Background: an optimization exercise with open tools, aiming at small area, a short achievable clock period and few clock cycles per item. Do not read the settings as production practice.
The RTL was checked by simulation tests, not by an equivalence proof against the original design.
Power is estimated from default activity; no workload was simulated.

### flow/design.v
module pn532_codec (
    input  wire       clk,
    input  wire       rst,
    input  wire [7:0] in_data,
    input  wire       in_valid,
    output wire       in_ready,
    output wire [7:0] out_data,
    output wire       out_valid,
    output wire       out_last,
    output wire       out_fault,
    input  wire       out_ready
);
    localparam [7:0] OP_DCS    = 8'h01;
    localparam [7:0] OP_CRCA   = 8'h02;
    localparam [7:0] OP_CRC15  = 8'h03;
    localparam [7:0] OP_ENCODE = 8'h04;
    localparam [7:0] OP_DECODE = 8'h06;
    localparam [7:0] OP_STATUS = 8'h7E;
    localparam [7:0] OP_RESET  = 8'h7F;
    localparam [7:0] TFI_HOST = 8'hD4;
    localparam [7:0] DEC_OK         = 8'h00;
    localparam [7:0] DEC_MALFORMED  = 8'h01;
    localparam [7:0] DEC_CHECKSUM   = 8'h02;
    localparam [7:0] DEC_INCOMPLETE = 8'h03;
    localparam [3:0] S_OPC    = 4'd0;    
    localparam [3:0] S_CMD    = 4'd1;    
    localparam [3:0] S_LEN    = 4'd2;    
    localparam [3:0] S_DATA   = 4'd3;    
    localparam [3:0] S_SKIP   = 4'd4;    
    localparam [3:0] S_EHDR   = 4'd5;    
    localparam [3:0] S_EPAY   = 4'd6;    
    localparam [3:0] S_ETAIL  = 4'd7;    
    localparam [3:0] S_RESULT = 4'd8;    
    function [15:0] crc_byte;
        input [15:0] crc_in;
        input [7:0]  b;
        integer i;
        reg [15:0] c;
        begin
            c = crc_in ^ {8'h00, b};
            for (i = 0; i < 8; i = i + 1) begin
                if (c[0])
                    c = (c >> 1) ^ 16'h8408;
                else
                    c = c >> 1;
            end
            crc_byte = c;
        end
    endfunction
    reg [3:0]  state;
    reg [7:0]  opc;
    reg [7:0]  cmd;
    reg [7:0]  len;         
    reg [7:0]  cnt;         
    reg [2:0]  hidx;        
    reg [15:0] crc_a;
    reg [15:0] crc_b;
    reg [7:0]  sum;         
    reg [7:0]  dec_len;     
    reg        dec_pass;    
    reg [7:0]  dec_status;
    reg        refuse;
    reg [7:0]  fault_code;
    reg [4:0]  fault;       
    reg [7:0]  o_data;
    reg        o_valid;
    reg        o_last;
    reg        o_fault;
    wire ob_free = !o_valid || out_ready;
    wire       last_byte  = (cnt == len - 8'd1);
    wire [8:0] dec_need   = {1'b0, dec_len} + 9'd13;
    wire       dec_out_pos = dec_pass && (cnt >= 8'd12) &&
                             ({1'b0, cnt} <= {1'b0, dec_len} + 9'd10);
    wire [7:0] enc_l   = len + 8'd2;
    reg in_rdy;
    always @(*) begin
        case (state)
            S_OPC:  in_rdy = 1'b1;
            S_CMD:  in_rdy = 1'b1;
            S_LEN:  in_rdy = 1'b1;
            S_DATA: in_rdy = (opc == OP_DECODE && dec_out_pos) ? ob_free : 1'b1;
            S_SKIP: in_rdy = 1'b1;
            S_EPAY: in_rdy = ob_free;
            default: in_rdy = 1'b0;
        endcase
    end
    assign in_ready = in_rdy;
    wire in_fire = in_valid && in_rdy;
    reg [7:0] hdr_byte;
    always @(*) begin
        case (hidx)
            3'd0: hdr_byte = 8'h00;
            3'd1: hdr_byte = 8'h00;
            3'd2: hdr_byte = 8'hFF;
            3'd3: hdr_byte = enc_l;
            3'd4: hdr_byte = 8'h00 - enc_l;
            3'd5: hdr_byte = TFI_HOST;
            default: hdr_byte = cmd;
        endcase
    end
    reg [7:0] res_byte;
    reg       res_last;
    always @(*) begin
        res_byte = 8'h00;
        res_last = 1'b1;
        if (refuse) begin
            res_byte = fault_code;
        end else begin
            case (opc)
                OP_DCS:   res_byte = 8'h00 - sum;
                OP_CRCA: begin
                    res_byte = (hidx == 3'd0) ? crc_a[7:0] : crc_a[15:8];
                    res_last = (hidx != 3'd0);
                end
                OP_CRC15: begin
                    res_byte = (hidx == 3'd0) ? ~crc_b[7:0] : ~crc_b[15:8];
                    res_last = (hidx != 3'd0);
                end
                OP_DECODE: res_byte = dec_status;
                OP_STATUS: res_byte = {3'b000, fault};
                default:   res_byte = 8'h00;
            endcase
        end
    end
    always @(posedge clk) begin
        if (rst) begin
            state   <= S_OPC;
            o_valid <= 1'b0;
            o_last  <= 1'b0;
            o_fault <= 1'b0;
            o_data  <= 8'h00;
            fault   <= 5'd0;
            refuse  <= 1'b0;
            opc     <= 8'h00;
            cmd     <= 8'h00;
            len     <= 8'h00;
            cnt     <= 8'h00;
            hidx    <= 3'd0;
            crc_a   <= 16'h6363;
            crc_b   <= 16'hFFFF;
            sum     <= 8'h00;
            dec_len <= 8'h00;
            dec_pass <= 1'b0;
            dec_status <= DEC_INCOMPLETE;
            fault_code <= 8'h00;
        end else begin
            if (o_valid && out_ready)
                o_valid <= 1'b0;
            case (state)
                S_OPC: begin
                    if (in_fire) begin
                        opc    <= in_data;
                        refuse <= 1'b0;
                        hidx   <= 3'd0;
                        case (in_data)
                            OP_DCS, OP_CRCA, OP_CRC15, OP_DECODE:
                                state <= S_LEN;
                            OP_ENCODE:
                                state <= S_CMD;
                            OP_STATUS:
                                state <= S_RESULT;
                            OP_RESET: begin
                                fault <= 5'd0;
                                state <= S_OPC;
                            end
                            default: begin
                                refuse     <= 1'b1;
                                fault_code <= 8'h04;
                                fault[4]   <= 1'b1;
                                state      <= S_RESULT;
                            end
                        endcase
                    end
                end
                S_CMD: begin
                    if (in_fire) begin
                        cmd   <= in_data;
                        state <= S_LEN;
                    end
                end
                S_LEN: begin
                    if (in_fire) begin
                        len        <= in_data;
                        cnt        <= 8'h00;
                        crc_a      <= 16'h6363;
                        crc_b      <= 16'hFFFF;
                        dec_len    <= 8'h00;
                        dec_pass   <= 1'b0;
                        dec_status <= DEC_INCOMPLETE;
                        if (opc == OP_ENCODE) begin
                            sum <= TFI_HOST + cmd;
                            if (in_data > 8'd253) begin
                                refuse     <= 1'b1;
                                fault_code <= 8'h01;
                                fault[1]   <= 1'b1;
                                state      <= S_SKIP;
                            end else begin
                                state <= S_EHDR;
                            end
                        end else begin
                            sum <= 8'h00;
                            if (in_data == 8'h00)
                                state <= S_RESULT;
                            else
                                state <= S_DATA;
                        end
                    end
                end
                S_DATA: begin
                    if (in_fire) begin
                        cnt   <= cnt + 8'd1;
                        crc_a <= crc_byte(crc_a, in_data);
                        crc_b <= crc_byte(crc_b, in_data);
                        if (opc == OP_DECODE) begin
                            if (cnt == 8'd9)
                                dec_len <= in_data;
                            if (cnt == 8'd10) begin
                                if ({1'b0, len} < dec_need) begin
                                    dec_status <= DEC_INCOMPLETE;
                                end else if ((dec_len + in_data) != 8'h00 ||
                                             dec_len < 8'd2) begin
                                    dec_status <= DEC_MALFORMED;
                                end else begin
                                    dec_pass <= 1'b1;
                                end
                            end
                            if (dec_pass && ({1'b0, cnt} <= {1'b0, dec_len} + 9'd11))
                                sum <= sum + in_data;
                            if (dec_out_pos) begin
                                o_valid <= 1'b1;
                                o_last  <= 1'b0;
                                o_fault <= 1'b0;
                                o_data  <= (cnt == 8'd12) ? in_data - 8'd1 : in_data;
                            end
                        end else begin
                            sum <= sum + in_data;
                        end
                        if (last_byte)
                            state <= S_RESULT;
                    end
                end
                S_SKIP: begin
                    if (in_fire) begin
                        cnt <= cnt + 8'd1;
                        if (last_byte)
                            state <= S_RESULT;
                    end
                end
                S_EHDR: begin
                    if (ob_free) begin
                        o_valid <= 1'b1;
                        o_last  <= 1'b0;
                        o_fault <= 1'b0;
                        o_data  <= hdr_byte;
                        if (hidx == 3'd6) begin
                            hidx  <= 3'd0;
                            state <= (len == 8'h00) ? S_ETAIL : S_EPAY;
                        end else begin
                            hidx <= hidx + 3'd1;
                        end
                    end
                end
                S_EPAY: begin
                    if (in_fire) begin
                        o_valid <= 1'b1;
                        o_last  <= 1'b0;
                        o_fault <= 1'b0;
                        o_data  <= in_data;
                        sum     <= sum + in_data;
                        cnt     <= cnt + 8'd1;
                        if (last_byte)
                            state <= S_ETAIL;
                    end
                end
                S_ETAIL: begin
                    if (ob_free) begin
                        o_valid <= 1'b1;
                        o_fault <= 1'b0;
                        if (hidx == 3'd0) begin
                            o_data <= 8'h00 - sum;
                            o_last <= 1'b0;
                            hidx   <= 3'd1;
                        end else begin
                            o_data <= 8'h00;
                            o_last <= 1'b1;
                            hidx   <= 3'd0;
                            state  <= S_OPC;
                        end
                    end
                end
                S_RESULT: begin
                    if (opc == OP_DECODE && dec_pass && hidx == 3'd0) begin
                        dec_status <= (sum == 8'h00) ? DEC_OK : DEC_CHECKSUM;
                        dec_pass   <= 1'b0;
                    end else if (ob_free) begin
                        o_valid <= 1'b1;
                        o_data  <= res_byte;
                        o_last  <= res_last;
                        o_fault <= refuse;
                        if (res_last) begin
                            hidx  <= 3'd0;
                            state <= S_OPC;
                        end else begin
                            hidx <= hidx + 3'd1;
                        end
                    end
                end
                default: state <= S_OPC;
            endcase
        end
    end
    assign out_data  = o_data;
    assign out_valid = o_valid;
    assign out_last  = o_last;
    assign out_fault = o_fault;
endmodule
### flow/run.sh
#!/bin/bash
# synth_recipe.tcl (not shown) runs the flow's synth.tcl, then flattens the netlist and writes it again
# the make line also repeats each setting of config.mk as NAME=value (left out here)
make -C /OpenROAD-flow-scripts/flow DESIGN_CONFIG=/design/flow/config.mk WORK_HOME=/design/flow/orfs CLKGATE_MAP_FILE= SYNTH_SCRIPT=/design/flow/synth_recipe.tcl finish
### flow/config.mk
export PLATFORM = sky130hd
export DESIGN_NAME = pn532_codec
export DESIGN_NICKNAME = pn532_codec
export VERILOG_FILES = /design/flow/design.v
export SDC_FILE = /design/flow/constraint.sdc
export NUM_CORES = 4
export LEC_CHECK = 0
export CAP_MARGIN = 20
export CORE_MARGIN = 2
export CORE_UTILIZATION = 40
export SLEW_MARGIN = 20
### flow/constraint.sdc
create_clock -name core_clock -period 5.0 [get_ports {clk}]
set_input_delay 1.0000 -clock core_clock [delete_from_list [all_inputs] [get_ports {clk}]]
set_output_delay 1.0000 -clock core_clock [all_outputs]
set_load 0.01 [all_outputs]
==> summary.md <==
| Metric | Value |
|---|---|
| RSZ-0062 raised after global routing | `no` |
| Antenna cells | `0` |
| Slew Limit Fails | `0` |
| Hold Vio Cnt, Final | `0` |
| Clk sink count | `106` |
| Xor and xnor area share after synthesis | `a little over 10%` |
| Root Driver | `clkbuf_16` |
| Sequential area share after synthesis | `24.6%` |
| Status | `finished clean` |
| Drt pass-1 iters | `5` |
| Post-route setup slack | `0.570 ns` |
| M3 GR Usage | `3.95%` |
| Worst relative slew slack | `33.8%` |
| I/O pin total | `24` |
| Maximum clock path buffer count | `2` |
| Clk slew on worst S/H paths | `approximately 0.080 ns` |
| Worst Path Required | `4.00 ns` |
| Gr ovfl total | `0` |
| Endpoints failing setup | `0` |
| Worst Max-Slew Pin Slew | `0.969 ns` |
| PD cells | `338 nW/um^2` |
| Post-route DRC | `0` |
| CTS tree | `yes` |
| Number of global-route vias before repair | `7934` |
| Post_cts resized | `0` |
| Initial core utilization | `40.9%` |
| Largest family of logic cells by synthesized area | `simple AND/OR/NAND/NOR gates` |
| Leakage power | `3.30 nW` |
| Mux contribution to synthesized area | `3.37%` |
| Port bufs | `23` |
| Layout cells sized above 1 | `5.49%` |
| Pre-CTS WS | `1.00 ns` |
| Compound-gate portion of the synthesized area | `a little over a fifth` |
| Max Fanout on Critical Path | `10` |
| CTS Buf Count | `9` |
| Commonest non-fill, non-tap cell in the layout | `nor2_1` |
| Tot GR Track Use | `between 20% and 30%` |
| Antenna violations before repair | `0` |
| Chip width | `151 um` |
| Gr busiest metal | `met2` |
| FF+latch count, synth | `106` |
| Main synth FF type | `dfxtp_1` |
| Worst min-delay path class | `register to register` |
| CP Launch Type | `register` |
| Drt wl/cell | `20.4 um` |
| Vias | `between 8000 and 9000` |
| Worst R2R Setup Slack | `just over 0.9 ns` |
| Vias per cell | `a little under 6` |
| Post-DP HPWL | `around 21000 um` |
| Fill cells | `2180` |
| Worst vdd rail ir drop | `around 0.2 mV` |
| Ys async rst share | `0%` |
| Total die area | `22700 um^2` |
| Mapped Nets | `1218` |
| H-Tree Depth | `3` |
| Area leader, netlist | `dfxtp_1` |
| P&R area growth vs syn | `8.40%` |
| Routed wire length | `roughly 29000 um` |
| Fin crit period | `4.43 ns` |
| # rows | `53` |
| ANT nets after route | `0` |
| Peak Freq | `226 MHz` |
| Clock skew | `0.00951 ns` |
| # hold bufs at CTS | `0` |
| Post-Synthesis Cells | `about 1100` |
| Max_cap viols | `0` |
| Post-Synth Adder-Cell Area | `around a tenth` |
| Final period utilization | `88.6%` |
| Initial drt markers | `765` |
| Net count, final | `1203` |
| Die height | `between 150 and 200 um` |
| GPL Wtd Cong | `a little over 1` |
| Setup_tns | `0 ns` |
| Synth unique cells | `80` |
| Ranking of synthesized cells by area | `dfxtp_1 25%, ha_1 9.1%, nor2_1 6.1%, xnor2_1 5.2%, xor2_1 5.1%` |
| Yosys Warn Count | `1` |
| Global-route wire length before repair | `45300 um` |
| Post-synth EDFFs | `0` |
| Arrival @ worst endpoint | `3.43 ns` |
| Post-Synth Simple-Gate Area | `about a quarter` |
| Largest net degree at the start of global routing | `74` |
| Setup Buffers After CTS | `0` |
| Met1 GRT Util | `36.4%` |
| GRT met2 Usage | `41.0%` |
| Clock latency on the worst-skew pair | `between 0.3 and 0.4 ns` |
| Mean Syn Cell Area | `between 7 and 8 um^2` |
| Most frequent cells in the layout | `138 x nor2_1, 106 x dfxtp_1, 104 x nand2_1` |
| Crit end category | `output pin` |
| Crit Path Class | `register to output pin` |
| Yosys top cell area share | `24.6%` |
| Mapped Area | `~8600 um^2` |
| Core Box Area | `approximately 21000 um^2` |
==> Yosys cell counts (4+ instances only) <==
cell	instances
a2111oi_0	4
a211o_1	4
a211oi_1	16
a21o_1	7
a21oi_1	77
a221oi_1	9
a22oi_1	6
a311oi_1	8
a31oi_1	10
and2_1	7
and3_1	7
buf_1	5
buf_2	7
clkbuf_1	54
dfxtp_1	106
ha_1	63
inv_1	34
mux2_2	4
mux2i_1	20
nand2_1	104
nand2b_1	22
nand3_1	42
nand4_1	9
nand4b_1	5
nor2_1	139
nor2b_1	13
nor3_1	57
nor3b_1	5
nor4_1	9
o2111ai_1	4
o211ai_1	10
o21ai_0	65
o21bai_1	5
o221ai_1	8
o311ai_0	5
or2_0	4
or3_1	13
or4_1	7
xnor2_1	51
xor2_1	50
==> kinds of logic after synthesis <==
group | count (synthesis)
adders and majority gates | 65
and+or+nand+nor | 462
AOI/OAI and AO/OA | 276
buffers and inverters | 105
muxes | 26
DFF | 106
xor gates and xnor gates | 101
==> registers in the layout, indices dropped and copies added, names as in the netlist, 2 cells and up <==
register / count
hidx: 3
dec_status: 2
fault_code: 2
cnt: 8
opc: 8
dec_len: 8
len: 8
o_data: 8
crc_b: 16
cmd: 8
fault: 2
sum: 8
state: 4
crc_a: 16
==> per-stage QoR <==
stage	cells	power [W]	utilization (%)	hold slack (ns)	instance area, um^2
6_report	1405	0.00316	44.3	0.462	9350
5_1_grt	1405	0.00332	44.3	0.499	9350
4_1_cts	1405	0.00314	44.3	0.462	9350
3_5_place_dp	1390	0.00241	43.0	0.451	9060
3_3_place_gp	1390	0.00240	43.0	0.452	9060
2_1_floorplan	1141	0.00198	-	0.436	8620
==> worst max-delay path, stage by stage, from the launching register on <==
cell	delay, ns
dfxtp_1	0.57
ha_1	0.31
o21ai_0	0.12
xor2_1	0.19
ha_1	0.22
a22oi_1	0.15
o211ai_1	0.12
o211ai_1	0.45
a31oi_1	0.15
o31a_1	0.31
clkdlybuf4s50_1	0.49
==> worst paths after layout <==
path	start	end	depth (start not counted)
min	o_data[5]	o_data[5]	2
min reg2reg	o_data[5]	o_data[5]	2
max reg2reg	dec_len[1]	sum[3]	14
max	dec_len[2]	in_ready	10
==> where the power goes <==
group	leakage, nW	internal, W	total (W)	switching, W
sequential	0.859	0.000942	0.00111	0.000165
combinational	2.30	0.000505	0.00132	0.000818
clock	0.141	0.000349	0.000729	0.000380
==> cell type report <==
cell class | instances | area [um^2] | share of cell area (%)
multi-input cells | 930 | 6080 | 65.0
well taps | 275 | 344 | 3.68
clock buffers | 9 | 225 | 2.41
flip-flops and latches | 106 | 2120 | 22.7
inverters | 35 | 131 | 1.41
clock inverters | 6 | 62.6 | 0.669
repair buffers | 44 | 383 | 4.10
==> layer usage <==
| layer | vias up | wire [um] |
|---|---|---|
| li1 | 4060 | - |
| met1 | 4025 | 13500 |
| met2 | 258 | 12900 |
| met3 | 44 | 1760 |
| met4 | 0 | 610 |
| met5 | - | 0 |
Testbench counts, summed over its fixed seeds: cycles 81,264, items 1,920.

-- what the ideal ports hide --
No port has a modelled driver above. Below, the same layout with a new extraction and two added sets of constraints.
Step 1 sets driving cells, clkbuf_16 on the clock port and buf_2 on the other inputs (assumed; they add their load-dependent delay and slew).
Step 2 moves the port delays by t, midway between the first and last clock arrival at a register: inputs arrive t later, outputs are due t later. That takes back most of the time a late clock gives input paths.
Three values: ideal ports, drivers, drivers and shift; two values: the first two.
t, ns: 0.404
slack for setup (ns): 0.570 / 0.528 / 0.914
hold WS [ns]: 0.462 / 0.462 / 0.462
clock arrival spread, ns: 0.011 / 0.011
After both steps this run still meets setup and hold. For this run, drivers alone change the setup slack by -0.042 ns; drivers and shift together by +0.344 ns.
